What follows belongs to an exercise in optimizing a design on an open flow for small area, a short achievable clock period and few clock cycles; a production flow would make more cautious choices. Where RTL was checked, it was by simulation tests only, not by an equivalence proof against the original. For runs 4 and 5, only the layout was checked, not whether the RTL still works. Power figures rest on the tool's default switching activity, not on a simulated workload.

### flow/run.sh
#!/bin/bash
# synth_recipe.tcl (not shown) runs the flow's synth.tcl, then flattens the netlist and writes it again
# the make line also repeats each setting of config.mk as NAME=value (left out here)
make -C /OpenROAD-flow-scripts/flow DESIGN_CONFIG=/design/flow/config.mk WORK_HOME=/design/flow/orfs CLKGATE_MAP_FILE= SYNTH_SCRIPT=/design/flow/synth_recipe.tcl finish
### flow/config.mk
export PLATFORM = sky130hd
export DESIGN_NAME = p1load_sync
export DESIGN_NICKNAME = p1load_sync
export VERILOG_FILES = /design/flow/design.v
export SDC_FILE = /design/flow/constraint.sdc
export NUM_CORES = 4
export LEC_CHECK = 0
export CAP_MARGIN = 20
export CORE_MARGIN = 2
export CORE_UTILIZATION = 40
export SETUP_SLACK_MARGIN = 4.0
export SLEW_MARGIN = 20
### flow/constraint.sdc
create_clock -name core_clock -period 8.0 [get_ports {clk}]
set_input_delay 1.6000 -clock core_clock [delete_from_list [all_inputs] [get_ports {clk}]]
set_output_delay 1.6000 -clock core_clock [all_outputs]
set_load 0.01 [all_outputs]
### flow/design.v
module p1load_sync (
    input  wire        clk,
    input  wire        rst,
    input  wire        cmd_valid,
    output wire        cmd_ready,
    input  wire [71:0] cmd_data,
    output reg         rsp_valid,
    output wire [2:0]  rsp_status,
    output wire [31:0] rsp_data,
    output wire        trst_req,
    input  wire        trst_ack,
    output wire        tx_valid,
    input  wire        tx_ready,
    output wire [7:0]  tx_data,
    output wire        tx_last,
    output wire        rx_req,
    output wire [3:0]  rx_max,
    output wire [31:0] rx_timeout,
    input  wire        rx_valid,
    input  wire [7:0]  rx_data,
    input  wire        rx_last,
    input  wire        rx_empty,
    output reg         prog_valid,
    output reg  [2:0]  prog_phase,
    output wire [31:0] prog_offset,
    output wire [31:0] prog_total,
    output wire [12:0] img_addr,
    input  wire [31:0] img_data,
    input  wire [31:0] img_len
);
    localparam [2:0] S_OK = 3'd0, S_TIMEOUT = 3'd1, S_ERROR = 3'd2,
                     S_PRECOND = 3'd3, S_ILLEGAL = 3'd4;
    localparam [1:0] SESS_READY = 2'd0, SESS_LINKED = 2'd1,
                     SESS_DONE = 2'd2, SESS_FAILED = 2'd3;
    localparam [3:0] OP_INIT = 4'h1, OP_READ_REG = 4'h2, OP_LFSR_SEED = 4'h3,
                     OP_LFSR_STEP = 4'h4, OP_APPEND_BYTE = 4'h5,
                     OP_APPEND_WORD = 4'h6, OP_FLUSH = 4'h7,
                     OP_RECEIVE_BIT = 4'h8, OP_HANDSHAKE = 4'h9,
                     OP_WAIT_FOR_ACK = 4'hA, OP_LOAD_IMAGE = 4'hB,
                     OP_SHUTDOWN = 4'hC;
    localparam [3:0] ST_IDLE  = 4'd0,
                     ST_DEC   = 4'd1,
                     ST_TRST  = 4'd2,    
                     ST_TXP   = 4'd3,    
                     ST_TXS   = 4'd4,    
                     ST_STORE = 4'd5,    
                     ST_TXW   = 4'd6,    
                     ST_RX    = 4'd7,    
                     ST_WARX  = 4'd8;    
    localparam [1:0] GM_HS = 2'd0, GM_WORD = 2'd1, GM_F9 = 2'd2, GM_AB = 2'd3;
    localparam [1:0] WP_ONE = 2'd0, WP_KIND = 2'd1, WP_CNT = 2'd2, WP_IMG = 2'd3;
    reg [7:0]  lfsr;
    reg [7:0]  version;
    reg [7:0]  txbuf [0:15];
    reg [4:0]  txcur;
    reg [7:0]  rxbit;           
    reg [7:0]  rxval;           
    reg [3:0]  rxcur;
    reg [3:0]  rxlen;
    reg [1:0]  hs;              
    reg [1:0]  sess;
    reg [2:0]  last_status;
    reg [3:0]  state;
    reg [3:0]  cm;              
    reg        opbad;
    reg        k1;              
    reg        a1hz;            
    reg [31:0] a;               
    reg [13:0] szw;             
    reg [13:0] cnt;             
    reg [1:0]  gm;
    reg [1:0]  wp;
    reg [3:0]  wi;
    reg [1:0]  b10;
    reg [3:0]  ix;              
    reg [1:0]  ackn;
    reg        cact;            
    reg        rq;
    reg        tsel;
    reg [2:0]  rst_s;
    reg [15:0] rdat;
    reg        tv;
    reg [7:0]  tdat;
    reg        tl;
    wire [7:0] lfsr_next = {lfsr[6:0], lfsr[7] ^ lfsr[5] ^ lfsr[4] ^ lfsr[1]};
    assign cmd_ready   = (state == ST_IDLE);
    assign trst_req    = (state == ST_TRST);
    assign tx_valid    = tv;
    assign tx_data     = tdat;
    assign tx_last     = tl;
    assign rx_req      = rq || (state == ST_WARX);
    assign rx_max      = (state == ST_WARX) ? 4'd1 : 4'd8;
    assign rx_timeout  = (state == ST_WARX) ? 32'd25 :
                         (cm == OP_HANDSHAKE) ? (tsel ? 32'd50 : 32'd100) : a;
    assign img_addr    = cnt[12:0];
    assign rsp_status  = rst_s;
    assign rsp_data    = {16'd0, rdat};
    assign prog_offset = (prog_phase == 3'd4) ? {17'd0, cnt[12:0], 2'b00} : 32'd0;
    assign prog_total  = {16'd0, szw, 2'b00};
    wire ofree = !tv || tx_ready;
    wire [31:0] src = (wp == WP_IMG) ? img_data :
                      (wp == WP_CNT) ? {18'd0, szw} : a;
    reg  [2:0] fld;
    always @(*) begin
        case (wi)
            4'd0: fld = src[2:0];
            4'd1: fld = src[5:3];
            4'd2: fld = src[8:6];
            4'd3: fld = src[11:9];
            4'd4: fld = src[14:12];
            4'd5: fld = src[17:15];
            4'd6: fld = src[20:18];
            4'd7: fld = src[23:21];
            4'd8: fld = src[26:24];
            default: fld = src[29:27];
        endcase
    end
    wire [7:0] wbyte = (wi == 4'd10) ? {4'b1111, b10[1], 2'b01, b10[0]}
                                     : {1'b1, fld[2], 2'b01, fld[1], 2'b01, fld[0]};
    wire       hs_pat = (cnt[8:0] != 9'd0) && (cnt[8:0] <= 9'd250);
    reg [7:0] gbyte;
    reg       gfinal;
    always @(*) begin
        case (gm)
            GM_HS: begin
                gbyte  = hs_pat ? {7'h7F, lfsr[0]} : 8'hF9;
                gfinal = (cnt[8:0] == 9'd508);
            end
            GM_WORD: begin
                gbyte  = wbyte;
                gfinal = (wi == 4'd10) && ((wp == WP_ONE) ||
                         (wp == WP_CNT && szw == 14'd0) ||
                         (wp == WP_IMG && cnt == szw));
            end
            GM_F9: begin
                gbyte  = 8'hF9;
                gfinal = 1'b1;
            end
            default: begin
                gbyte  = a[7:0];
                gfinal = 1'b1;
            end
        endcase
    end
    wire a0z   = (a == 32'd0);
    wire a0hz  = (a[31:8] == 24'd0);
    wire a1z   = a1hz && (szw == 14'd0);
    reg  mbz_bad;
    reg  allowed;
    always @(*) begin
        case (cm)
            OP_INIT, OP_LFSR_STEP, OP_FLUSH, OP_HANDSHAKE, OP_SHUTDOWN:
                mbz_bad = !a0z || !a1z;
            OP_READ_REG, OP_LFSR_SEED, OP_APPEND_BYTE:
                mbz_bad = !a0hz || !a1z;
            OP_APPEND_WORD, OP_RECEIVE_BIT, OP_WAIT_FOR_ACK:
                mbz_bad = !a1z;
            default:  
                mbz_bad = (a[31:2] != 30'd0);
        endcase
        case (cm)
            OP_INIT, OP_READ_REG: allowed = 1'b1;
            OP_HANDSHAKE:         allowed = (sess == SESS_READY);
            OP_LOAD_IMAGE, OP_SHUTDOWN: allowed = (sess == SESS_LINKED);
            default:              allowed = (sess != SESS_FAILED);
        endcase
    end
    wire illegal = opbad || mbz_bad || (cm == OP_READ_REG && a[7:0] > 8'd8);
    wire ld_bad  = !a1hz || (szw[13] && szw[12:0] != 13'd0) ||
                   (img_len[31:16] == 16'd0 && szw > img_len[15:2]);
    wire [3:0] hs_val = {hs[1], hs == 2'd1, hs == 2'd1, hs[0] | (hs == 2'd1)};
    reg [15:0] reg_value;
    always @(*) begin
        case (a[3:0])
            4'd0: reg_value = {7'd0, hs_val, last_status, sess};
            4'd1: reg_value = {8'd0, lfsr};
            4'd2: reg_value = {8'd0, version};
            4'd3: reg_value = {11'd0, txcur};
            4'd4: reg_value = {12'd0, rxcur};
            4'd5: reg_value = {12'd0, rxlen};
            4'd6: reg_value = 16'd16;
            4'd7: reg_value = 16'd8;
            default: reg_value = 16'h8000;
        endcase
    end
    wire rx_isb = (rx_data[7:1] == 7'h7F);
    wire [7:0] wsel = 8'd1 << rxcur[2:0];
    wire win_isb = |(rxbit & wsel);
    wire win_val = |(rxval & wsel);
    wire nxt_free = (txcur == 5'd0);
    always @(posedge clk) begin
        if (rst) begin
            state       <= ST_IDLE;
            lfsr        <= 8'h00;
            version     <= 8'h00;
            txcur       <= 5'd0;
            rxcur       <= 4'd0;
            rxlen       <= 4'd0;
            hs          <= 2'd0;
            sess        <= SESS_READY;
            last_status <= S_OK;
            rsp_valid   <= 1'b0;
            prog_valid  <= 1'b0;
            tv          <= 1'b0;
            rq          <= 1'b0;
        end else begin
            prog_valid <= 1'b0;
            rsp_valid  <= 1'b0;
            if (tx_ready) tv <= 1'b0;
            if (rsp_valid) begin
                last_status <= rst_s;
                if (rst_s == S_TIMEOUT || rst_s == S_ERROR)
                    sess <= SESS_FAILED;
            end
            case (state)
                ST_IDLE: begin
                    if (cmd_valid) begin
                        cm    <= cmd_data[3:0];
                        opbad <= (cmd_data[7:0] == 8'd0) || (cmd_data[7:0] > 8'd12);
                        a     <= cmd_data[39:8];
                        szw   <= cmd_data[55:42];
                        a1hz  <= (cmd_data[71:56] == 16'd0) && (cmd_data[41:40] == 2'd0);
                        state <= ST_DEC;
                    end
                end
                ST_DEC: begin
                    rst_s <= S_OK;
                    rdat  <= 16'd0;
                    wi    <= 4'd0;
                    ix    <= 4'd0;
                    cact  <= 1'b1;
                    state <= ST_IDLE;
                    if (illegal) begin
                        rst_s     <= S_ILLEGAL;
                        rsp_valid <= 1'b1;
                    end else if (!allowed) begin
                        rst_s     <= S_PRECOND;
                        rsp_valid <= 1'b1;
                    end else begin
                        case (cm)
                            OP_INIT: begin
                                txcur     <= 5'd0;
                                rxcur     <= 4'd0;
                                rxlen     <= 4'd0;
                                lfsr      <= 8'h00;
                                version   <= 8'h00;
                                hs        <= 2'd0;
                                sess      <= SESS_READY;
                                rsp_valid <= 1'b1;
                            end
                            OP_READ_REG: begin
                                rdat      <= reg_value;
                                rsp_valid <= 1'b1;
                            end
                            OP_LFSR_SEED: begin
                                lfsr      <= a[7:0];
                                rsp_valid <= 1'b1;
                            end
                            OP_LFSR_STEP: begin
                                lfsr      <= lfsr_next;
                                rdat      <= {15'd0, lfsr[0]};
                                rsp_valid <= 1'b1;
                            end
                            OP_APPEND_BYTE: begin
                                gm    <= GM_AB;
                                state <= ST_STORE;
                            end
                            OP_APPEND_WORD: begin
                                gm    <= GM_WORD;
                                wp    <= WP_ONE;
                                state <= ST_STORE;
                            end
                            OP_FLUSH: begin
                                if (nxt_free) rsp_valid <= 1'b1;
                                else state <= ST_TXP;
                            end
                            OP_RECEIVE_BIT: begin
                                rq    <= 1'b0;
                                state <= ST_RX;
                            end
                            OP_HANDSHAKE: begin
                                prog_valid <= 1'b1;
                                prog_phase <= 3'd0;
                                state      <= ST_TRST;
                            end
                            OP_WAIT_FOR_ACK: begin
                                gm   <= GM_F9;
                                ackn <= 2'd0;
                                if (a0z) begin
                                    rst_s     <= S_TIMEOUT;
                                    rsp_valid <= 1'b1;
                                end else begin
                                    state <= nxt_free ? ST_TXS : ST_TXP;
                                end
                            end
                            OP_LOAD_IMAGE: begin
                                if (ld_bad) begin
                                    rst_s     <= S_PRECOND;
                                    rsp_valid <= 1'b1;
                                end else begin
                                    gm   <= GM_WORD;
                                    wp   <= WP_KIND;
                                    k1   <= a[1];
                                    cnt  <= 14'd0;
                                    ackn <= 2'd1;
                                    if (szw != 14'd0) begin
                                        prog_valid <= 1'b1;
                                        prog_phase <= 3'd4;
                                    end
                                    state <= nxt_free ? ST_TXS : ST_TXP;
                                end
                            end
                            default: begin  
                                gm    <= GM_WORD;
                                wp    <= WP_ONE;
                                state <= nxt_free ? ST_TXS : ST_TXP;
                            end
                        endcase
                    end
                end
                ST_TRST: begin
                    if (trst_ack) begin
                        lfsr  <= 8'h50;
                        cnt   <= 14'd0;
                        gm    <= GM_HS;
                        state <= nxt_free ? ST_TXS : ST_TXP;
                    end
                end
                ST_TXP: begin
                    if (ofree) begin
                        tv   <= 1'b1;
                        tdat <= txbuf[ix];
                        tl   <= (ix == 4'd15) ||
                                ({1'b0, ix} == txcur - 5'd1 && cm == OP_FLUSH);
                        ix   <= ix + 4'd1;
                        if ({1'b0, ix} == txcur - 5'd1) begin
                            ix <= 4'd0;
                            if (cm == OP_FLUSH || txcur[4])
                                txcur <= 5'd0;
                            if (cm == OP_FLUSH)
                                state <= ST_TXW;
                            else if (cm == OP_APPEND_BYTE || cm == OP_APPEND_WORD)
                                state <= ST_STORE;
                            else
                                state <= ST_TXS;
                        end
                    end
                end
                ST_STORE: begin
                    if (txcur[4]) begin
                        state <= ST_TXP;
                    end else begin
                        txbuf[txcur[3:0]] <= gbyte;
                        txcur <= txcur + 5'd1;
                        if (gfinal) state <= ST_TXW;
                    end
                end
                ST_TXS: begin
                    if (ofree) begin
                        tv    <= 1'b1;
                        tdat  <= gbyte;
                        tl    <= (txcur[3:0] == 4'd15) || gfinal;
                        txcur <= gfinal ? 5'd0 : {1'b0, txcur[3:0] + 4'd1};
                        if (gfinal) begin
                            if (gm == GM_WORD && cm == OP_LOAD_IMAGE) begin
                                gm <= GM_F9;
                                a  <= 32'd400;
                            end else begin
                                state <= ST_TXW;
                            end
                        end
                    end
                end
                ST_TXW: begin
                    if (ofree) begin
                        case (cm)
                            OP_HANDSHAKE: begin
                                prog_valid <= 1'b1;
                                prog_phase <= 3'd1;
                                cnt        <= 14'd0;
                                rq         <= 1'b0;
                                state      <= ST_RX;
                            end
                            OP_LOAD_IMAGE, OP_WAIT_FOR_ACK: begin
                                state <= ST_WARX;
                            end
                            OP_SHUTDOWN: begin
                                sess      <= SESS_DONE;
                                rsp_valid <= 1'b1;
                                state     <= ST_IDLE;
                            end
                            default: begin
                                rsp_valid <= 1'b1;
                                state     <= ST_IDLE;
                            end
                        endcase
                    end
                end
                ST_WARX: begin
                    if (rx_valid) begin
                        if (rx_empty && a != 32'd1) begin
                            a     <= a - 32'd1;
                            state <= ST_TXS;
                        end else if (rx_empty || rx_data != 8'hFE || ackn == 2'd0) begin
                            rst_s     <= rx_empty ? S_TIMEOUT :
                                         (rx_data == 8'hFE) ? S_OK : S_ERROR;
                            rsp_valid <= 1'b1;
                            state     <= ST_IDLE;
                        end else if (ackn == 2'd1 && k1) begin
                            prog_valid <= 1'b1;
                            prog_phase <= 3'd5;
                            a          <= 32'd200;
                            ackn       <= 2'd2;
                            state      <= ST_TXS;
                        end else if (ackn == 2'd2) begin
                            prog_valid <= 1'b1;
                            prog_phase <= 3'd6;
                            a          <= 32'd80;
                            ackn       <= 2'd3;
                            state      <= ST_TXS;
                        end else begin
                            prog_valid <= 1'b1;
                            prog_phase <= 3'd7;
                            sess       <= SESS_DONE;
                            rsp_valid  <= 1'b1;
                            state      <= ST_IDLE;
                        end
                    end
                end
                ST_RX: begin
                    if (!rq) begin
                        if (!cact) begin
                            rsp_valid <= 1'b1;
                            state     <= ST_IDLE;
                        end else if (rxcur != rxlen) begin
                            rxcur <= rxcur + 4'd1;
                            if (win_isb) deliver(win_val);
                        end else begin
                            rq    <= 1'b1;
                            ix    <= 4'd0;
                            rxcur <= 4'd0;
                            tsel  <= cnt[8:0] >= 9'd250;
                        end
                    end else if (rx_valid) begin
                        if (rx_empty) begin
                            rq    <= 1'b0;
                            rxcur <= 4'd0;
                            rxlen <= 4'd0;
                            cact  <= 1'b0;
                            rst_s <= S_TIMEOUT;
                            if (cm == OP_HANDSHAKE) begin
                                hs      <= 2'd3;
                                version <= 8'h00;
                            end
                        end else begin
                            rxbit[ix[2:0]] <= rx_isb;
                            rxval[ix[2:0]] <= rx_data[0];
                            ix <= ix + 4'd1;
                            if (cact) begin
                                rxcur <= ix + 4'd1;
                                if (rx_isb) deliver(rx_data[0]);
                            end
                            if (rx_last) begin
                                rq    <= 1'b0;
                                rxlen <= ix + 4'd1;
                            end
                        end
                    end
                end
                default: state <= ST_IDLE;
            endcase
            if ((state == ST_TXS && ofree) || (state == ST_STORE && !txcur[4])) begin
                case (gm)
                    GM_HS: begin
                        cnt <= cnt + 14'd1;
                        if (hs_pat) lfsr <= lfsr_next;
                    end
                    GM_WORD: begin
                        if (wi == 4'd10) begin
                            wi <= 4'd0;
                            if (wp == WP_KIND) wp <= WP_CNT;
                            else if (wp == WP_CNT) wp <= WP_IMG;
                        end else begin
                            wi <= wi + 4'd1;
                            if (wi == 4'd9) begin
                                b10 <= src[31:30];
                                if (wp == WP_IMG) begin
                                    cnt <= cnt + 14'd1;
                                    if (cnt[7:0] == 8'hFF && cnt + 14'd1 != szw) begin
                                        prog_valid <= 1'b1;
                                        prog_phase <= 3'd4;
                                    end
                                end
                            end
                        end
                    end
                    default: ;
                endcase
            end
        end
    end
    task deliver(input b);
        begin
            if (cm != OP_HANDSHAKE) begin
                cact  <= 1'b0;
                rst_s <= S_OK;
                rdat  <= {15'd0, b};
            end else if (cnt[8:0] < 9'd250) begin
                lfsr <= lfsr_next;
                if (b != lfsr[0]) begin
                    cact    <= 1'b0;
                    hs      <= 2'd2;
                    rst_s   <= S_ERROR;
                end else begin
                    cnt <= cnt + 14'd1;
                    if (cnt[8:0] == 9'd249) begin
                        prog_valid <= 1'b1;
                        prog_phase <= 3'd2;
                    end
                end
            end else begin
                version <= {b, version[7:1]};
                cnt     <= cnt + 14'd1;
                if (cnt[8:0] == 9'd257) begin
                    cact       <= 1'b0;
                    hs         <= 2'd1;
                    sess       <= SESS_LINKED;
                    prog_valid <= 1'b1;
                    prog_phase <= 3'd3;
                    rst_s      <= S_OK;
                    rdat       <= {8'd0, b, version[7:1]};
                end
            end
        end
    endtask
endmodule
==> impl_metrics.py, run 1 <==
metrics = {
    "outcome": {
        "status": "finished clean",
    },
    "synthesis": {
        "synth-edff-count": 254,
        "ys_async_sr_fraction_pct": 0,
        "ys_seq_area_share_pct": 45.1,
        "synth_top_area_share_pct": 40.1,
        "syn_inst": 1876,
        "synth_top_cell_by_area": "edfxtp_1",
        "syn_avg_cell_area_um2": 10.2,
        "ys_warn_count": 1,
        "synthTopCellsByArea": "edfxtp_1 40%, mux4_2 5.3%, dfxtp_1 5.0%",
        "synth_ff_type": "edfxtp_1",
        "yosys.cell_types.count": 98,
        "synth_seq_cells": 302,
        "synth_area_mm2": 0.0190,
    },
    "cells_and_area": {
        "drive_above_1_share_pct": 13.5,
        "final_cells": 2728,
        "final_core_util_pct": 50.6,
        "nets": 2282,
        "syn_to_final_growth_pct": 24.3,
        "n_antenna_cell": 0,
        "postLayoutCellArea_mm2": 0.0237,
    },
    "timing": {
        "rsz0062_at_grt": "no",
        "fmax_ghz": 0.254,
        "tightest_slew_ns": 0.999,
        "setup_viol_count_final": 0,
        "final-hold-violation-count": 0,
        "holdWs_ns": 0.462,
        "min_period_ns": 3.94,
        "skew_ns": 0.0330,
        "slew_viol_final": 0,
        "fin_crit_sh_pct": 49.2,
        "max-slew-margin-rel_pct": 33.4,
        "fin_setup_tns_ns": 0,
        "setup_ws_ns": 4.06,
    },
    "clocking": {
        "insertion_delay_ns": 0.58,
        "cts_tree": "yes",
        "cts.htree.levels": 2,
        "clockBufferDepth": 3,
        "cts_root_buffer": "clkbuf_16",
        "clock-sinks": 302,
        "numCtsBuffers": 37,
        "clk_pin_slew_ns": 0.05,
    },
    "setup_path": {
        "ff2ff_path_depth": 8,
        "r2r_end": "gm[0]",
        "end_kind": "output port",
        "r2r-start": "a[14]",
        "crit_chain": "buf_4 -> nand4bb_4 -> and3_1 -> clkdlybuf4s50_1",
        "crit_type": "reg2out",
        "r2r_slack_ns": 4.12,
        "worstPathRequired_ns": 6.40,
        "start_kind": "flip-flop",
        "cp_max_fo": 31,
        "slowest_stage": "clkdlybuf4s50_1",
        "cpPeakStageDelay_ns": 0.48,
        "arrival_ns": 2.34,
    },
    "routing": {
        "drtAntennaViolNets": 0,
        "drt_iter0_drc": 1650,
        "wl_um": 66500,
        "drc_errors": 0,
        "drt-pass1-iter-count": 6,
        "avgViaCountPerCell": 6.06,
        "routedWlPerCell_um": 24.4,
        "vias": 16535,
    },
    "floorplanning": {
        "coreArea_mm2": 0.0468,
        "num_rows": 79,
        "die_area_mm2": 0.0494,
        "dieHeight_um": 222,
        "start_util_pct": 40.7,
        "chipWidth_um": 222,
        "io-pin-count": 318,
    },
    "run": {
        "maxCapViolations": 0,
    },
    "placement": {
        "dp_hpwl_um": 47100,
        "pre_cts_ws_ns": 2.76,
        "gp_congestion": 0.943,
        "numPortBuffers": 254,
        "place_area_mm2": 0.0218,
        "place_inst": 2629,
    },
    "global_routing": {
        "antenna_found_initial": 4,
        "grt_start_max_net_pins": 45,
        "gr-total-overflow": 0,
        "grt_pass1_vias": 16164,
        "grt.total_usage_pct": 26.3,
        "grt_pass1_wl_um": 99900,
    },
    "hold_path": {
        "hold_end": "version[0]",
        "min_from": "version[0]",
        "hold_depth": 2,
        "worstHoldPathType": "reg2reg",
    },
    "power_and_ir_drop": {
        "power_leakage_nw": 8.31,
        "worst_ir_drop_vdd_mv": 0.143,
        "power.density_mw_per_mm2": 258,
        "finalPower_mw": 6.10,
    },
}
-- layout make-up --
type / instances / area (µm²)
Clock buffer: 43 / 948
Clock inverter: 24 / 285
Fill cell: 4210 / 23100
Inverter: 61 / 241
Multi-Input combinational cell: 1372 / 9650
Sequential cell: 302 / 8600
Tap cell: 607 / 759
Timing Repair Buffer: 319 / 3190
-- cell usage after synthesis (29+ instances only) --
library cell and number:
a21oi_1 98, and3_1 43, buf_4 77, clkbuf_1 96, dfxtp_1 48, edfxtp_1 254
ha_1 37, inv_1 60, mux2i_1 29, mux4_2 45, nand2_1 174, nand3_1 51
nor2_1 129, nor3_1 58, o21ai_0 102, xnor2_1 55
-- worst max-delay path by stage --
stage	slack, ns	startpoint	endpoint
2_1_floorplan	4.03	rx_data[7]	a[0]
3_3_place_gp	2.82	img_len[3]	prog_phase[1]
3_5_place_dp	2.76	img_len[3]	prog_phase[1]
4_1_cts	3.96	state[0]	rx_timeout[6]
5_1_grt	4.00	img_len[11]	cnt[11]
6_report	4.06	cm[1]	rx_timeout[10]
-- routing by layer --
layer	up-vias	share of wire, %	global-route usage (%)
li1	7428	-	-
met1	8060	40	35.0
met2	877	46	42.2
met3	162	9.0	5.49
met4	8	4.0	10.2
met5	-	0.081	0
-- layout by cell type (no fill, tap or decap), drive strengths merged, types with 14 or more instances in the layout --
master and count:
nor4 31, mux4 45, buf 62, nand3 51, and2 25, o22ai 16
or2 16, a31oi 21, and3 43, o31ai 16, clkbuf 43, nand4 17
mux2i 29, or4 18, nand2b 15, o211ai 18, clkdlybuf4s50 230, a22oi 21
a211oi 23, a21oi 100, conb 61, edfxtp 254, xnor2 55, xor2 18
dfxtp 48, dlygate4sd2 16, mux2 25, nand2 174, nor2 129, nor2b 16
nor3 60, ha 37, o21ai 105, inv 64, a21o 14
-- power breakdown --
group          leakage, nW  internal (mW)  total (mW)  switching (mW)
Sequential            2.70           1.95        2.25           0.301
Clock                0.594           1.02        1.73           0.704
Combinational         5.01          0.938        2.12            1.18
-- sequential cells by signal, summed over array words and instances, names as in the netlist, 3 cells and up, named ones only --
name,count
cm,4
rst_s,3
state,4
rxval,8
cnt,14
txcur,5
szw,14
rxbit,8
prog_phase,3
rxcur,4
lfsr,8
txbuf,128
version,8
ix,4
wi,4
rxlen,4
rdat,10
last_status,3
tdat,8
a,32
-- repair_timing --
item / CTS / global route
gates resized for setup: 64 / 18
cloned: 6 / 0
setup buffers: 14 / 12
pin swaps: 5 / 4
endpoints found under the setup margin: 97 / 76
hold buffers: 0 / 0
-- worst max-delay path, delay by kind of cell, from the launching register on --
family	cells	cell delay (ns)
flip-flops	1	0.35
buffers and inverters	2	0.74
AND/OR/NAND/NOR	2	0.67
-- kinds of logic (layout without fill, tap and decap cells) --
group	Yosys count	count (layout)	share of synthesized area [%]
simple gates	635	637	17.1
compound gates	465	465	16.7
flops	302	302	45.1
buf+inv	264	447	6.91
mux	99	99	8.33
xor+xnor	73	73	3.36
fa+ha+maj	37	37	2.43
other cells	1	61	0.0197
Testbench counts, summed over its fixed seeds: cycles 50,294.
==> run 2: changes to the inputs <==
--- a/flow/config.mk
+++ b/flow/config.mk
@@ -9,4 +9,4 @@
 export CORE_MARGIN = 2
-export CORE_UTILIZATION = 40
-export SETUP_SLACK_MARGIN = 4.0
+export CORE_UTILIZATION = 60
+export SETUP_SLACK_MARGIN = 4.5
 export SLEW_MARGIN = 20
==> impl_metrics.py, run 2 <==
metrics = {
    "routing": {
        "avgViaCountPerCell": 6.86,
        "drt_iter0_drc": 2567,
        "routedWlPerCell_um": 26.3,
        "wl_um": 68600,
        "drt-pass1-iter-count": 12,
        "vias": 17887,
        "drc_errors": 0,
        "drtAntennaViolNets": 0,
    },
    "clocking": {
        "insertion_delay_ns": 0.53,
        "clk_pin_slew_ns": 0.06,
        "hold_buffers": 0,
        "cts.htree.levels": 2,
        "clock-sinks": 302,
        "cts_root_buffer": "clkbuf_16",
        "clockBufferDepth": 3,
        "numCtsBuffers": 34,
        "cts_tree": "yes",
    },
    "hold_path": {
        "worstHoldPathType": "reg2reg",
    },
    "power_and_ir_drop": {
        "netSwitchingPower_mw": 2.26,
        "internal-power_mw": 3.89,
        "finalPower_mw": 6.15,
        "power.density_mw_per_mm2": 249,
        "combPwrFrac_pct": 39.6,
        "clockPowerShare_pct": 24.1,
        "switching_share_pct": 36.7,
        "worst_ir_drop_vdd_mv": 0.161,
        "seqPwrFrac_pct": 36.2,
        "power_leakage_nw": 8.89,
    },
    "placement": {
        "dp_hpwl_um": 43800,
        "pre_cts_ws_ns": 3.17,
        "gp_congestion": 1.00,
        "numPortBuffers": 254,
        "place_inst": 2418,
    },
    "cells_and_area": {
        "drive_above_1_share_pct": 23.5,
        "largest_register_ffs": 128,
        "layout_commonest_cell": "edfxtp_1",
        "final_cell_mix": "254 x edfxtp_1, 178 x clkdlybuf4s50_1, 167 x nand2_1",
        "syn_to_final_growth_pct": 29.7,
        "multiInputGateArea_mm2": 0.0103,
        "fill_cells": 1980,
        "register_area_mm2": 0.00861,
        "final_cells": 2606,
        "nets": 2367,
    },
    "outcome": {
        "status": "finished clean",
    },
    "global_routing": {
        "grt.total_usage_pct": 38.4,
        "grt_start_max_net_pins": 45,
        "grt_pass1_vias": 16826,
        "grt_pass1_wl_um": 98000,
        "antenna_found_initial": 2,
        "gr-total-overflow": 0,
    },
    "timing": {
        "fin_crit_sh_pct": 45.7,
        "slew_viol_final": 0,
        "min_period_ns": 3.65,
        "rsz0062_at_grt": "yes",
        "max-slew-margin-rel_pct": 31.7,
        "setup_viol_count_final": 0,
        "fmax_ghz": 0.274,
        "tightest_slew_ns": 1.02,
        "setup_ws_ns": 4.35,
        "skew_ns": 0.0199,
        "fin_setup_tns_ns": 0,
        "final-hold-violation-count": 0,
    },
    "synthesis": {
        "ys_async_sr_fraction_pct": 0,
        "synth_top_area_share_pct": 40.1,
        "ys_warn_count": 1,
        "syn_inst": 1876,
        "synth_most_common_cell": "edfxtp_1",
        "synth-edff-count": 254,
        "synth_ff_type": "edfxtp_1",
        "synth_top_cell_by_area": "edfxtp_1",
        "synth_seq_cells": 302,
        "syn_avg_cell_area_um2": 10.2,
        "synthTopCellsByArea": "edfxtp_1 40%, mux4_2 5.3%, dfxtp_1 5.0%",
        "yosys.cell_types.count": 98,
        "ys_seq_area_share_pct": 45.1,
        "yosys-top-cells-count": "254 x edfxtp_1, 174 x nand2_1, 129 x nor2_1, 102 x o21ai_0, 98 x a21oi_1",
        "synth_area_mm2": 0.0190,
    },
    "floorplanning": {
        "chipWidth_um": 182,
        "start_util_pct": 60.7,
        "dieHeight_um": 182,
        "num_rows": 65,
        "die_area_mm2": 0.0332,
        "io-pin-count": 318,
        "coreArea_mm2": 0.0314,
    },
    "setup_path": {
        "worstPathRequired_ns": 8.20,
        "end_kind": "flip-flop",
        "start_kind": "input pin",
        "arrival_ns": 3.85,
        "cp_max_fo": 3,
        "crit_type": "in2reg",
    },
    "run": {
        "maxCapViolations": 0,
    },
}
[run 2: what timing repair did]
item | in CTS | in global routing
pin swaps | 59 | 52
endpoints found under the setup margin | 189 | 156
cloned | 10 | 5
buffers inserted | 72 | 38
resized for setup | 343 | 133
[run 2: critical path, stage by stage]
cell and delay [ns]:
buf_8 0.11, inv_12 0.04, ha_4 0.18, nor2b_4 0.12
o211ai_1 0.23, a2111oi_2 0.11, o41a_4 0.52, buf_12 0.16
nor2_4 0.15, o21ai_2 0.09, a21o_1 0.22, a2111oi_4 0.32
[run 2: worst paths after layout]
path / depth (start not counted) / start / end / slack, ns
max: 12 / img_len[3] / gm[1] / 4.35
min: 2 / version[0] / version[0] / 0.46
max reg2reg: 8 / a[8] / gm[1] / 4.54
min reg2reg: 2 / version[0] / version[0] / 0.46
[run 2: area by class of cell]
| cell class | instances | area share [%] |
|---|---|---|
| clock buffer | 47 | 3.85 |
| multi-input combinational | 1374 | 41.9 |
| tap | 402 | 2.04 |
| clock inverter | 11 | 0.304 |
| antenna | 4 | 0.0405 |
| sequential | 302 | 34.8 |
| inverter | 61 | 1.02 |
| timing repair buffer | 405 | 16.0 |
[run 2: metal layers]
| layer | GRT usage, % | share of wire (%) | vias up |
|---|---|---|---|
| met2 | 62.8 | 47 | 1422 |
| met4 | 17.3 | 5.8 | 0 |
| met3 | 7.48 | 12 | 327 |
| met5 | 0 | 0 | - |
| met1 | 49.8 | 36 | 8532 |
| li1 | - | - | 7606 |
[run 2: through the flow]
| step | hold WS (ns) | instance area (µm²) | utilization (%) |
|---|---|---|---|
| 4_1_cts | 0.463 | 23900 | 76.2 |
| 3_5_place_dp | 0.456 | 21600 | 68.8 |
| 3_3_place_gp | 0.443 | 21600 | 68.7 |
| 2_1_floorplan | 0.434 | 19400 | - |
| 6_report | 0.464 | 24700 | 78.7 |
| 5_1_grt | 0.488 | 24700 | 78.6 |
[run 2: power groups by stage]
| stage | Clock [mW] | Sequential, mW | Combinational, mW |
|---|---|---|---|
| after floorplan | 0 | 2.10 | 1.43 |
| after global placement | 0 | 2.28 | 1.90 |
| after CTS | 1.48 | 2.23 | 2.20 |
| after detailed placement | 0 | 2.29 | 1.94 |
| after global routing | 1.54 | 2.24 | 2.56 |
| final | 1.49 | 2.23 | 2.44 |
[run 2: cell families after synthesis]
kind of cell | share of synthesized area, %
DFF | 45.1
other | 0.0197
and+or+nand+nor | 17.1
adders and majority gates | 2.43
xor gates and xnor gates | 3.36
AOI/OAI and AO/OA | 16.7
muxes | 8.33
buffers and inverters | 6.91
==> run 3: changes to the inputs <==
--- a/flow/config.mk
+++ b/flow/config.mk
@@ -9,4 +9,3 @@
 export CORE_MARGIN = 2
-export CORE_UTILIZATION = 60
-export SETUP_SLACK_MARGIN = 4.5
+export CORE_UTILIZATION = 40
 export SLEW_MARGIN = 20
==> impl_metrics.py, run 3 <==
metrics = {
    "synthesis": {
        "synth_top_area_share_pct": 40.1,
        "yosys.cell_types.count": 98,
        "synth_xor_area_share_pct": 3.36,
        "ys_warn_count": 1,
        "synthTopCellsByArea": "edfxtp_1 40%, mux4_2 5.3%, dfxtp_1 5.0%",
        "synth_ff_type": "edfxtp_1",
        "synth_most_common_cell": "edfxtp_1",
        "ys_seq_area_share_pct": 45.1,
        "synth_compound_area_share_pct": 16.7,
        "muxShareOfSynthArea_pct": 8.33,
        "synth_fa_ha_area_share_pct": 2.43,
        "synth-edff-count": 254,
        "syn_inst": 1876,
        "synth_seq_cells": 302,
        "synth_top_family_by_area": "simple AND/OR/NAND/NOR gates",
        "synth_area_mm2": 0.0190,
        "ys_async_sr_fraction_pct": 0,
        "yosys-top-cells-count": "254 x edfxtp_1, 174 x nand2_1, 129 x nor2_1, 102 x o21ai_0, 98 x a21oi_1",
        "yosys.area_share.simple_pct": 17.1,
        "syn_avg_cell_area_um2": 10.2,
        "synth_top_cell_by_area": "edfxtp_1",
    },
    "placement": {
        "numPortBuffers": 254,
        "dp_hpwl_um": 46900,
        "gp_congestion": 0.934,
    },
    "routing": {
        "avgViaCountPerCell": 6.03,
        "drt-pass1-iter-count": 6,
        "drtAntennaViolNets": 0,
        "drt_iter0_drc": 1599,
        "drc_errors": 0,
        "vias": 16252,
        "routedWlPerCell_um": 23.9,
        "wl_um": 64300,
    },
    "timing": {
        "slew_viol_final": 0,
        "tightest_slew_ns": 1.05,
        "fmax_ghz": 0.196,
        "max-slew-margin-rel_pct": 29.5,
        "rsz0062_at_grt": "no",
        "min_period_ns": 5.10,
        "skew_ns": 0.0279,
        "final-hold-violation-count": 0,
        "fin_setup_tns_ns": 0,
        "fin_crit_sh_pct": 63.7,
        "setup_viol_count_final": 0,
    },
    "global_routing": {
        "gr-total-overflow": 0,
        "grt_pass1_vias": 15764,
        "grt.total_usage_pct": 25.5,
        "grt_pass1_wl_um": 97400,
        "antenna_found_initial": 4,
        "grt_start_max_net_pins": 45,
    },
    "setup_path": {
        "crit_type": "reg2out",
        "worstPathRequired_ns": 6.40,
        "critPathTopFamily": "buffers and inverters",
        "start_kind": "flip-flop",
        "r2r-start": "wp[0]",
        "slowest_stage": "dfxtp_1",
        "crit_buf_inv": 2,
        "end_kind": "output port",
        "crit_chain": "nor2_1 -> nand3b_1 -> clkinv_1 -> a21oi_1 -> o21a_1 -> clkdlybuf4s50_1",
        "crit_start": "state[2]",
        "cp_max_fo": 19,
        "arrival_ns": 3.50,
        "cpPeakStageDelay_ns": 0.75,
    },
    "floorplanning": {
        "io-pin-count": 318,
        "die_area_mm2": 0.0494,
        "coreArea_mm2": 0.0468,
        "num_rows": 79,
        "start_util_pct": 40.7,
        "dieHeight_um": 222,
        "chipWidth_um": 222,
    },
    "cells_and_area": {
        "layout_commonest_cell": "edfxtp_1",
        "nets": 2248,
        "multiInputGateArea_mm2": 0.00940,
        "syn_to_final_growth_pct": 20.7,
        "largest_register_ffs": 128,
        "drive_above_1_share_pct": 10.5,
        "fill_cells": 4285,
        "final_core_util_pct": 49.2,
        "register_area_mm2": 0.00859,
        "final_cell_mix": "254 x edfxtp_1, 253 x clkdlybuf4s50_1, 174 x nand2_1",
        "n_antenna_cell": 0,
    },
    "clocking": {
        "numCtsBuffers": 37,
        "cts_resized": 0,
        "cts_root_buffer": "clkbuf_16",
        "insertion_delay_ns": 0.57,
        "clk_pin_slew_ns": 0.06,
        "clock-sinks": 302,
        "hold_buffers": 0,
        "cts_setup_buffers": 0,
        "clockBufferDepth": 3,
        "cts_tree": "yes",
        "cts.htree.levels": 2,
    },
    "power_and_ir_drop": {
        "power_leakage_nw": 7.89,
        "worst_ir_drop_vdd_mv": 0.126,
        "power.density_mw_per_mm2": 259,
    },
    "hold_path": {
        "min_from": "version[0]",
        "worstHoldPathType": "reg2reg",
    },
    "run": {
        "maxCapViolations": 0,
    },
    "outcome": {
        "status": "finished clean",
    },
}
==> run 3: changes by cell type in the layout (fill, tap and decap cells not counted), moves of 12 or more <==
cell / previous run / this run
and3_1: 24 / 43
buf_2: 21 / 1
clkbuf_2: 14 / 0
ha_4: 12 / 0
ha_1: 23 / 37
buf_6: 44 / 0
dlygate4sd2_1: 15 / 0
a21oi_1: 84 / 98
clkdlybuf4s50_1: 178 / 253
and3_4: 18 / 0
buf_4: 106 / 32
==> run 3: final timing paths <==
path,end,slack [ns],cells past startpoint
worst max-delay path,rx_timeout[6],2.90,6
worst min-delay path,version[0],0.46,2
worst max register to register,a[9],3.33,8
worst min register to register,version[0],0.46,2
==> run 3: per-stage QoR <==
stage	setup slack (ns)	power [mW]	hold WS, ns	std cells	cell area [µm²]
2_1_floorplan	1.27	3.51	0.434	1936	19300
3_3_place_gp	2.93	4.22	0.445	2626	21700
3_5_place_dp	2.90	4.24	0.450	2626	21800
4_1_cts	2.99	5.95	0.458	2692	23000
5_1_grt	2.77	6.22	0.482	2693	23000
6_report	2.90	5.94	0.458	2693	23000
==> run 3: layout make-up <==
type	instances	share of cell area, %
well taps	607	3.30
inverters	61	0.996
clock inverters	23	1.08
clock buffers	43	4.21
multi-input cells	1370	40.9
flip-flops and latches	302	37.4
repair buffers	287	12.1
==> run 3: per-layer routing <==
metal	track usage, %	routed length, µm
met1	34.5	26600
met2	40.5	29600
met3	4.84	5520
met4	9.72	2430
met5	0	55
==> run 3: worst min-delay path, delay by kind of cell (launching register included) <==
| kind | cells | cell delay (ns) |
|---|---|---|
| AND/OR/NAND/NOR | 1 | 0.05 |
| multiplexers | 1 | 0.05 |
| flip-flops | 1 | 0.31 |
==> run 3: logic make-up after synthesis <==
logic type,Yosys count
adder cells (fa/ha/maj),37
other,1
flip-flops,302
AND/OR/NAND/NOR,635
multiplexers,99
AO/OA/AOI/OAI,465
buffers and inverters,264
XOR/XNOR,73
==> run 3: where the power goes <==
group | total, mW | switching (mW) | leakage (nW) | internal (mW)
clock | 1.70 | 0.697 | 0.587 | 1.00
combinational | 1.97 | 1.10 | 4.60 | 0.872
sequential | 2.28 | 0.324 | 2.70 | 1.95
==> run 4: changes to the inputs <==
--- a/flow/design.v
+++ b/flow/design.v
@@ -53,3 +53,3 @@
     reg [7:0]  version;
-    reg [7:0]  txbuf [0:15];
+    reg [127:0] txbuf;          
     reg [4:0]  txcur;
@@ -78,3 +78,2 @@
     reg        rq;
-    reg        tsel;
     reg [2:0]  rst_s;
@@ -92,4 +91,3 @@
     assign rx_max      = (state == ST_WARX) ? 4'd1 : 4'd8;
-    assign rx_timeout  = (state == ST_WARX) ? 32'd25 :
-                         (cm == OP_HANDSHAKE) ? (tsel ? 32'd50 : 32'd100) : a;
+    assign rx_timeout  = (state == ST_WARX) ? 32'd25 : a;
     assign img_addr    = cnt[12:0];
@@ -189,3 +187,14 @@
     wire win_val = |(rxval & wsel);
+    wire dv = cact && (rq ? (rx_valid && !rx_empty && rx_isb)
+                          : (rxcur != rxlen && win_isb));
+    wire db = rq ? rx_data[0] : win_val;
     wire nxt_free = (txcur == 5'd0);
+    wire [4:0] txp_sum = {1'b0, ix} + txcur;
+    wire txp_pend = txp_sum[4] || txcur[4];
+    wire ring_app = (state == ST_STORE) && !txcur[4];
+    wire ring_rot = (state == ST_TXP) && (!txp_pend || ofree);
+    always @(posedge clk) begin
+        if (ring_app || ring_rot)
+            txbuf <= {ring_app ? gbyte : txbuf[7:0], txbuf[127:8]};
+    end
     always @(posedge clk) begin
@@ -329,10 +338,10 @@
                 ST_TXP: begin
-                    if (ofree) begin
-                        tv   <= 1'b1;
-                        tdat <= txbuf[ix];
-                        tl   <= (ix == 4'd15) ||
-                                ({1'b0, ix} == txcur - 5'd1 && cm == OP_FLUSH);
-                        ix   <= ix + 4'd1;
-                        if ({1'b0, ix} == txcur - 5'd1) begin
-                            ix <= 4'd0;
+                    if (!txp_pend || ofree) begin
+                        if (txp_pend) begin
+                            tv   <= 1'b1;
+                            tdat <= txbuf[7:0];
+                            tl   <= (ix == 4'd15) && (txcur[4] || cm == OP_FLUSH);
+                        end
+                        ix <= ix + 4'd1;
+                        if (ix == 4'd15) begin
                             if (cm == OP_FLUSH || txcur[4])
@@ -352,3 +361,2 @@
                     end else begin
-                        txbuf[txcur[3:0]] <= gbyte;
                         txcur <= txcur + 5'd1;
@@ -436,3 +444,2 @@
                             rxcur <= rxcur + 4'd1;
-                            if (win_isb) deliver(win_val);
                         end else begin
@@ -441,3 +448,4 @@
                             rxcur <= 4'd0;
-                            tsel  <= cnt[8:0] >= 9'd250;
+                            if (cm == OP_HANDSHAKE)
+                                a <= (cnt[8:0] >= 9'd250) ? 32'd50 : 32'd100;
                         end
@@ -458,6 +466,4 @@
                             ix <= ix + 4'd1;
-                            if (cact) begin
+                            if (cact)
                                 rxcur <= ix + 4'd1;
-                                if (rx_isb) deliver(rx_data[0]);
-                            end
                             if (rx_last) begin
@@ -468,2 +474,3 @@
                     end
+                    if (dv) deliver(db);
                 end
--- a/flow/config.mk
+++ b/flow/config.mk
@@ -9,3 +9,4 @@
 export CORE_MARGIN = 2
-export CORE_UTILIZATION = 40
+export CORE_UTILIZATION = 50
+export SETUP_SLACK_MARGIN = 5.0
 export SLEW_MARGIN = 20
==> impl_metrics.py, run 4 <==
metrics = {
    "cells_and_area": {
        "multiInputGateArea_mm2": 0.00959,
        "n_antenna_cell": 0,
        "final_cell_mix": "253 x edfxtp_1, 175 x buf_4, 145 x nand2_1",
        "drive_above_1_share_pct": 30.6,
        "nets": 2345,
        "layout_commonest_cell": "edfxtp_1",
        "fill_cells": 2424,
        "syn_to_final_growth_pct": 44.5,
        "register_area_mm2": 0.00850,
        "largest_register_ffs": 128,
        "final_cells": 2636,
    },
    "timing": {
        "final-hold-violation-count": 0,
        "max-slew-margin-rel_pct": 36.6,
        "rsz0062_at_grt": "yes",
        "slew_viol_final": 0,
        "skew_ns": 0.0211,
        "fin_setup_tns_ns": 0,
        "tightest_slew_ns": 0.948,
        "fin_crit_sh_pct": 45.1,
        "min_period_ns": 3.61,
        "setup_viol_count_final": 0,
        "fmax_ghz": 0.277,
    },
    "setup_path": {
        "r2r_end": "txcur[1]",
        "arrival_ns": 2.01,
        "crit_type": "reg2out",
        "slowest_stage": "dfxtp_4",
        "end_kind": "output port",
        "worstPathRequired_ns": 6.40,
        "cp_max_fo": 7,
        "cpPeakStageDelay_ns": 0.34,
        "start_kind": "flip-flop",
        "r2r_slack_ns": 4.61,
        "ff2ff_path_depth": 8,
        "crit_chain": "or2_4 -> nor2_4 -> nand2_8 -> buf_12 -> buf_16 -> and2_4 -> buf_6",
        "r2r-start": "state[3]",
    },
    "routing": {
        "drt_iter0_drc": 1890,
        "drtAntennaViolNets": 0,
        "wl_um": 64000,
        "drt-pass1-iter-count": 6,
        "avgViaCountPerCell": 6.25,
        "vias": 16483,
        "routedWlPerCell_um": 24.3,
        "drc_errors": 0,
    },
    "synthesis": {
        "ys_async_sr_fraction_pct": 0,
        "synth_top_area_share_pct": 43.9,
        "synth-edff-count": 253,
        "ys_warn_count": 1,
        "synth_seq_cells": 297,
        "syn_avg_cell_area_um2": 10.0,
        "yosys-top-cells-count": "253 x edfxtp_1, 156 x nand2_1, 131 x nor2_1, 123 x o21ai_0, 96 x a21oi_1",
        "synth_top_cell_by_area": "edfxtp_1",
        "yosys.cell_types.count": 92,
        "syn_inst": 1730,
        "synthTopCellsByArea": "edfxtp_1 44%, dfxtp_1 5.1%, o21ai_0 3.6%",
        "synth_area_mm2": 0.0173,
        "ys_seq_area_share_pct": 49.0,
        "synth_most_common_cell": "edfxtp_1",
        "synth_ff_type": "edfxtp_1",
    },
    "run": {
        "maxCapViolations": 0,
    },
    "hold_path": {
        "worstHoldPathType": "reg2reg",
        "min_from": "txbuf[57]",
        "hold_depth": 0,
        "hold_end": "txbuf[49]",
    },
    "clocking": {
        "hold_buffers": 0,
        "numCtsBuffers": 34,
        "insertion_delay_ns": 0.54,
        "clockBufferDepth": 3,
        "cts_tree": "yes",
        "cts.htree.levels": 2,
        "cts_root_buffer": "clkbuf_16",
        "clock-sinks": 297,
        "clk_pin_slew_ns": 0.07,
    },
    "placement": {
        "numPortBuffers": 254,
        "place_inst": 2346,
        "gp_congestion": 0.984,
        "dp_hpwl_um": 40100,
    },
    "power_and_ir_drop": {
        "worst_ir_drop_vdd_mv": 0.245,
        "power_leakage_nw": 9.51,
        "power.density_mw_per_mm2": 175,
    },
    "floorplanning": {
        "die_area_mm2": 0.0361,
        "num_rows": 68,
        "coreArea_mm2": 0.0343,
        "chipWidth_um": 190,
        "io-pin-count": 318,
        "dieHeight_um": 190,
        "start_util_pct": 50.5,
    },
    "global_routing": {
        "grt_util_met2_pct": 56.2,
        "grt.total_usage_pct": 34.2,
        "grt_pass1_vias": 15828,
        "grt_start_max_net_pins": 65,
        "grt_pass1_wl_um": 94700,
        "met3_usage_pct": 6.83,
        "gr-total-overflow": 0,
        "antenna_found_initial": 2,
        "globalRouteMet1Util_pct": 43.9,
        "grt-busiest-layer": "met2",
    },
    "outcome": {
        "status": "finished clean",
    },
}
run 4: repair_timing:
| action | in CTS | in global routing |
|---|---|---|
| endpoints found under the hold margin | 0 | 0 |
| gates resized for setup | 635 | 166 |
| buffers inserted | 166 | 50 |
| pin swaps | 78 | 79 |
| endpoints found under the setup margin | 464 | 217 |
| gates cloned | 11 | 1 |
run 4: metal layers:
metal / up-vias / share of wire, % / wire length, µm
li1: 7246 / - / -
met2: 987 / 47 / 30400
met1: 7992 / 38 / 24400
met4: 4 / 5.4 / 3440
met5: - / 0.038 / 24
met3: 254 / 9.0 / 5770
run 4: power breakdown:
part	internal (mW)	total, mW	switching [mW]
sequential	1.71	1.76	0.0487
combinational	0.412	0.866	0.453
clock	1.08	1.75	0.667
run 4: layout make-up:
class	instances	share of cell area [%]
timing repair inverter	2	0.0650
clock inverter	23	1.53
sequential	297	33.9
multi-input combinational	1268	38.3
tap	455	2.27
clock buffer	39	3.47
inverter	53	1.04
timing repair buffer	499	19.4
run 4: how the worst max path moves through the flow:
stage          startpoint              to  slack, ns
6_report         state[0]  rx_timeout[19]       4.39
2_1_floorplan  rx_data[7]            a[0]       4.09
4_1_cts          state[0]   rx_timeout[2]       4.40
3_5_place_dp     rx_valid          cnt[7]       3.01
3_3_place_gp   img_len[3]         cnt[13]       3.04
5_1_grt          state[0]  rx_timeout[22]       4.35
run 4: critical path: cells and delay by family (launching register included):
family / cells / cell delay [ns]
flip-flops: 1 / 0.34
AND/OR/NAND/NOR: 4 / 0.69
buffers and inverters: 3 / 0.46
run 4: cells by family (layout without fill, tap and decap cells):
| logic type | Yosys count | after routing | share of synthesized area (%) |
|---|---|---|---|
| AOI/OAI and AO/OA | 457 | 458 | 17.8 |
| xor gates and xnor gates | 67 | 67 | 3.39 |
| adders and majority gates | 38 | 38 | 2.75 |
| buffers and inverters | 227 | 616 | 6.65 |
| DFF | 297 | 297 | 49.0 |
| muxes | 38 | 38 | 2.41 |
| other | 1 | 61 | 0.0217 |
| and+or+nand+nor | 605 | 606 | 18.0 |
run 4: stage by stage:
stage	utilization (%)	hold WS, ns	area (µm²)	worst slack, ns	power (mW)
after floorplan	-	0.400	18100	4.09	2.16
after global placement	59.2	0.402	20300	3.04	2.39
after detailed placement	59.2	0.405	20300	3.01	2.39
after CTS	69.7	0.414	23900	4.40	4.28
after global routing	73.0	0.423	25000	4.35	4.50
final	73.0	0.412	25000	4.39	4.38
==> run 5: changes to the inputs <==
--- a/flow/design.v
+++ b/flow/design.v
@@ -64,5 +64,6 @@
     reg [3:0]  cm;              
-    reg        opbad;
+    reg        illegal;         
+    reg        ld_bad;
+    reg        a0z;
     reg        k1;              
-    reg        a1hz;            
     reg [31:0] a;               
@@ -142,18 +143,28 @@
     end
-    wire a0z   = (a == 32'd0);
-    wire a0hz  = (a[31:8] == 24'd0);
-    wire a1z   = a1hz && (szw == 14'd0);
-    reg  mbz_bad;
-    reg  allowed;
+    wire [7:0]  c_op  = cmd_data[7:0];
+    wire [31:0] c_a0  = cmd_data[39:8];
+    wire [31:0] c_a1  = cmd_data[71:40];
+    wire c_a0z  = (c_a0 == 32'd0);
+    wire c_a0hz = (c_a0[31:8] == 24'd0);
+    wire c_a1z  = (c_a1 == 32'd0);
+    reg  c_mbz_bad;
     always @(*) begin
-        case (cm)
+        case (c_op[3:0])
             OP_INIT, OP_LFSR_STEP, OP_FLUSH, OP_HANDSHAKE, OP_SHUTDOWN:
-                mbz_bad = !a0z || !a1z;
+                c_mbz_bad = !c_a0z || !c_a1z;
             OP_READ_REG, OP_LFSR_SEED, OP_APPEND_BYTE:
-                mbz_bad = !a0hz || !a1z;
+                c_mbz_bad = !c_a0hz || !c_a1z;
             OP_APPEND_WORD, OP_RECEIVE_BIT, OP_WAIT_FOR_ACK:
-                mbz_bad = !a1z;
+                c_mbz_bad = !c_a1z;
             default:  
-                mbz_bad = (a[31:2] != 30'd0);
+                c_mbz_bad = (c_a0[31:2] != 30'd0);
         endcase
+    end
+    wire c_illegal = (c_op == 8'd0) || (c_op > 8'd12) || c_mbz_bad ||
+                     (c_op[3:0] == OP_READ_REG && c_a0[7:0] > 8'd8);
+    wire c_ld_bad  = (c_a1[1:0] != 2'd0) || (c_a1[31:16] != 16'd0) ||
+                     (c_a1[15] && c_a1[14:0] != 15'd0) ||
+                     (img_len[31:16] == 16'd0 && c_a1[15:2] > img_len[15:2]);
+    reg  allowed;
+    always @(*) begin
         case (cm)
@@ -165,5 +176,2 @@
     end
-    wire illegal = opbad || mbz_bad || (cm == OP_READ_REG && a[7:0] > 8'd8);
-    wire ld_bad  = !a1hz || (szw[13] && szw[12:0] != 13'd0) ||
-                   (img_len[31:16] == 16'd0 && szw > img_len[15:2]);
     wire [3:0] hs_val = {hs[1], hs == 2'd1, hs == 2'd1, hs[0] | (hs == 2'd1)};
@@ -226,7 +234,8 @@
                     if (cmd_valid) begin
-                        cm    <= cmd_data[3:0];
-                        opbad <= (cmd_data[7:0] == 8'd0) || (cmd_data[7:0] > 8'd12);
-                        a     <= cmd_data[39:8];
-                        szw   <= cmd_data[55:42];
-                        a1hz  <= (cmd_data[71:56] == 16'd0) && (cmd_data[41:40] == 2'd0);
+                        cm      <= cmd_data[3:0];
+                        illegal <= c_illegal;
+                        ld_bad  <= c_ld_bad;
+                        a0z     <= c_a0z;
+                        a       <= c_a0;
+                        szw     <= cmd_data[55:42];
                         state <= ST_DEC;
--- a/flow/config.mk
+++ b/flow/config.mk
@@ -9,3 +9,3 @@
 export CORE_MARGIN = 2
-export CORE_UTILIZATION = 50
+export CORE_UTILIZATION = 45
 export SETUP_SLACK_MARGIN = 5.0
==> impl_metrics.py, run 5 <==
metrics = {
    "outcome": {
        "status": "finished clean",
    },
    "timing": {
        "tightest_slew_ns": 0.798,
        "max-slew-margin-rel_pct": 46.6,
        "fmax_ghz": 0.282,
        "slew_viol_final": 0,
        "final-hold-violation-count": 0,
        "setup_viol_count_final": 0,
        "fin_setup_tns_ns": 0,
        "min_period_ns": 3.55,
        "skew_ns": 0.0229,
        "fin_crit_sh_pct": 44.4,
        "rsz0062_at_grt": "yes",
        "holdWs_ns": 0.410,
    },
    "routing": {
        "routedWlPerCell_um": 24.2,
        "vias": 15801,
        "drc_errors": 0,
        "avgViaCountPerCell": 6.04,
        "drt_iter0_drc": 1538,
        "wl_um": 63200,
        "drt-pass1-iter-count": 7,
        "drtAntennaViolNets": 0,
    },
    "cells_and_area": {
        "register_area_mm2": 0.00853,
        "nets": 2258,
        "n_antenna_cell": 0,
        "largest_register_ffs": 128,
        "layout_commonest_cell": "edfxtp_1",
        "final_cell_mix": "254 x edfxtp_1, 152 x nand2_1, 127 x buf_4",
        "fill_cells": 3253,
        "syn_to_final_growth_pct": 36.8,
        "multiInputGateArea_mm2": 0.00908,
        "drive_above_1_share_pct": 25.7,
    },
    "hold_path": {
        "worstHoldPathType": "reg2reg",
    },
    "synthesis": {
        "synth_most_common_cell": "edfxtp_1",
        "ys_seq_area_share_pct": 48.7,
        "yosys.cell_types.count": 101,
        "synthTopCellsByArea": "edfxtp_1 44%, dfxtp_1 5.0%, nand2_1 3.4%",
        "ys_warn_count": 1,
        "ys_async_sr_fraction_pct": 0,
        "synth-edff-count": 254,
        "syn_avg_cell_area_um2": 10.2,
        "syn_inst": 1720,
        "synth_top_cell_by_area": "edfxtp_1",
        "yosys-top-cells-count": "254 x edfxtp_1, 158 x nand2_1, 119 x nor2_1, 100 x o21ai_0, 78 x buf_4",
        "synth_ff_type": "edfxtp_1",
        "synth_seq_cells": 298,
        "synth_area_mm2": 0.0175,
        "synth_top_area_share_pct": 43.6,
    },
    "setup_path": {
        "arrival_ns": 1.95,
        "slowest_stage": "dfxtp_4",
        "start_kind": "flip-flop",
        "crit_type": "reg2out",
        "crit_chain": "nor2_4 -> nand3b_1 -> buf_6 -> buf_12 -> clkinvlp_4 -> buf_12 -> buf_6 -> nor2_4 -> buf_6",
        "cp_max_fo": 4,
        "cp_common_cell": "buf_6",
        "worstPathRequired_ns": 6.40,
        "cpPeakStageDelay_ns": 0.37,
        "end_kind": "output port",
    },
    "floorplanning": {
        "io-pin-count": 318,
        "start_util_pct": 45.4,
        "dieHeight_um": 201,
        "coreArea_mm2": 0.0385,
        "die_area_mm2": 0.0404,
        "chipWidth_um": 201,
        "num_rows": 72,
    },
    "placement": {
        "gp_congestion": 0.917,
        "numPortBuffers": 254,
        "dp_hpwl_um": 42900,
    },
    "clocking": {
        "insertion_delay_ns": 0.56,
        "cts_root_buffer": "clkbuf_16",
        "numCtsBuffers": 36,
        "cts_tree": "yes",
        "cts.htree.levels": 2,
        "clockBufferDepth": 3,
        "clk_pin_slew_ns": 0.06,
        "clock-sinks": 298,
    },
    "power_and_ir_drop": {
        "power.density_mw_per_mm2": 173,
        "worst_ir_drop_vdd_mv": 0.145,
        "power_leakage_nw": 9.15,
    },
    "run": {
        "maxCapViolations": 0,
    },
    "global_routing": {
        "grt_pass1_vias": 14861,
        "antenna_found_initial": 1,
        "grt.total_usage_pct": 30.0,
        "grt_start_max_net_pins": 65,
        "gr-total-overflow": 0,
        "grt_pass1_wl_um": 92500,
    },
}
==> run 5: cell types whose count changed in the layout (fill, tap and decap cells not counted), moves of 9 or more <==
| cell | change |
|---|---|
| dlygate4sd2_1 | +28 |
| buf_6 | -21 |
| o31ai_1 | +11 |
| clkdlybuf4s50_1 | -23 |
| o21ai_0 | -9 |
| buf_4 | -48 |
| nor4_1 | +19 |
| o21ai_1 | -9 |
| a21oi_1 | -27 |
==> run 5: power breakdown <==
group	internal (mW)	switching, mW
sequential	1.71	0.0534
combinational	0.304	0.356
clock	1.03	0.681
total	3.05	1.09
==> run 5: cell families (layout without fill, tap and decap cells) <==
logic type / Yosys count / count (layout) / share of synthesized area [%]
flip-flops: 298 / 298 / 48.7
AO/OA/AOI/OAI: 415 / 416 / 16.5
adder cells (fa/ha/maj): 39 / 39 / 2.78
other: 1 / 61 / 0.0215
buffers and inverters: 230 / 544 / 6.88
AND/OR/NAND/NOR: 624 / 625 / 18.7
XOR/XNOR: 64 / 64 / 3.21
multiplexers: 49 / 49 / 3.23
==> run 5: layer usage <==
layer / part of all wire (%) / track usage (%)
met5: 0.021 / 0
met4: 3.8 / 10.2
met3: 7.8 / 5.29
met2: 48 / 49.6
met1: 41 / 39.9
==> run 5: through the flow <==
step                cell area, µm²  utilization, %  cells  worst slack (ns)  power, mW
floorplan                    17900               -   1780              4.10       2.10
global placement             20200            52.4   2387              3.29       2.33
detailed placement           20200            52.4   2387              3.26       2.33
CTS                          23100            60.1   2574              4.47       4.11
global route                 23900            62.2   2614              4.40       4.27
finish                       23900            62.2   2614              4.45       4.14
==> run 5: what timing repair did <==
item,CTS,global route
setup buffers,110,40
hold buffers,0,0
cloned,11,0
gates resized for setup,589,129
pin swaps,68,70
setup endpoints to repair,429,276
==> run 5: layout make-up <==
cell class	count	share of cell area [%]
sequential	298	35.7
multi-input combinational	1254	38.0
clock inverter	26	1.31
timing repair buffer	429	17.6
clock buffer	40	3.83
inverter	49	0.905
tap	518	2.71
==> run 5: worst paths after layout <==
| path | startpoint | endpoint | slack (ns) | cells past startpoint |
|---|---|---|---|---|
| hold / removal | txbuf[93] | txbuf[85] | 0.41 | 0 |
| setup reg to reg | a[1] | a[7] | 4.90 | 12 |
| setup / recovery | state[2] | rx_timeout[31] | 4.45 | 9 |
| hold reg to reg | txbuf[93] | txbuf[85] | 0.41 | 0 |
==> run 5: critical path: cells and delay by family (launching register included) <==
kind	cells	cell delay [ns]
and+or+nand+nor	3	0.27
buffers and inverters	6	0.74
DFF	1	0.37

[what the ideal ports hide]
In the flow no input, the clock included, has a driving cell. The finished layouts below were timed again as built, in two steps. Step 1 assumes that a clkbuf_16 drives the clock port and a buf_2 every other input. Step 2, shift: input delay + t, output delay - t, t = (earliest + latest rising clock arrival at the registers) / 2. This alone moves slack from input paths to output paths. a / b / c = ideal ports / drivers / drivers and shift; a / b = the first two.
| run | shift t [ns] | slack for setup (ns) | worst hold slack (ns) | slew at the worst register clock pin (ns) |
|---|---|---|---|---|
| run 1 | 0.613 | 4.060 / 4.006 / 3.499 | 0.462 / 0.462 / 0.462 | 0.07 / 0.07 |
| run 2 | 0.577 | 4.347 / 4.300 / 3.765 | 0.464 / 0.464 / 0.464 | 0.07 / 0.07 |
| run 3 | 0.603 | 2.904 / 2.852 / 2.845 | 0.458 / 0.458 / 0.458 | 0.06 / 0.06 |
| run 4 | 0.587 | 4.394 / 4.340 / 3.885 | 0.412 / 0.412 / 0.412 | 0.07 / 0.07 |
| run 5 | 0.607 | 4.448 / 4.393 / 4.191 | 0.410 / 0.410 / 0.410 | 0.06 / 0.06 |
After both steps every run listed still meets setup and hold. For run 2, which loses most, drivers alone change the setup slack by -0.047 ns; drivers and shift together by -0.582 ns.
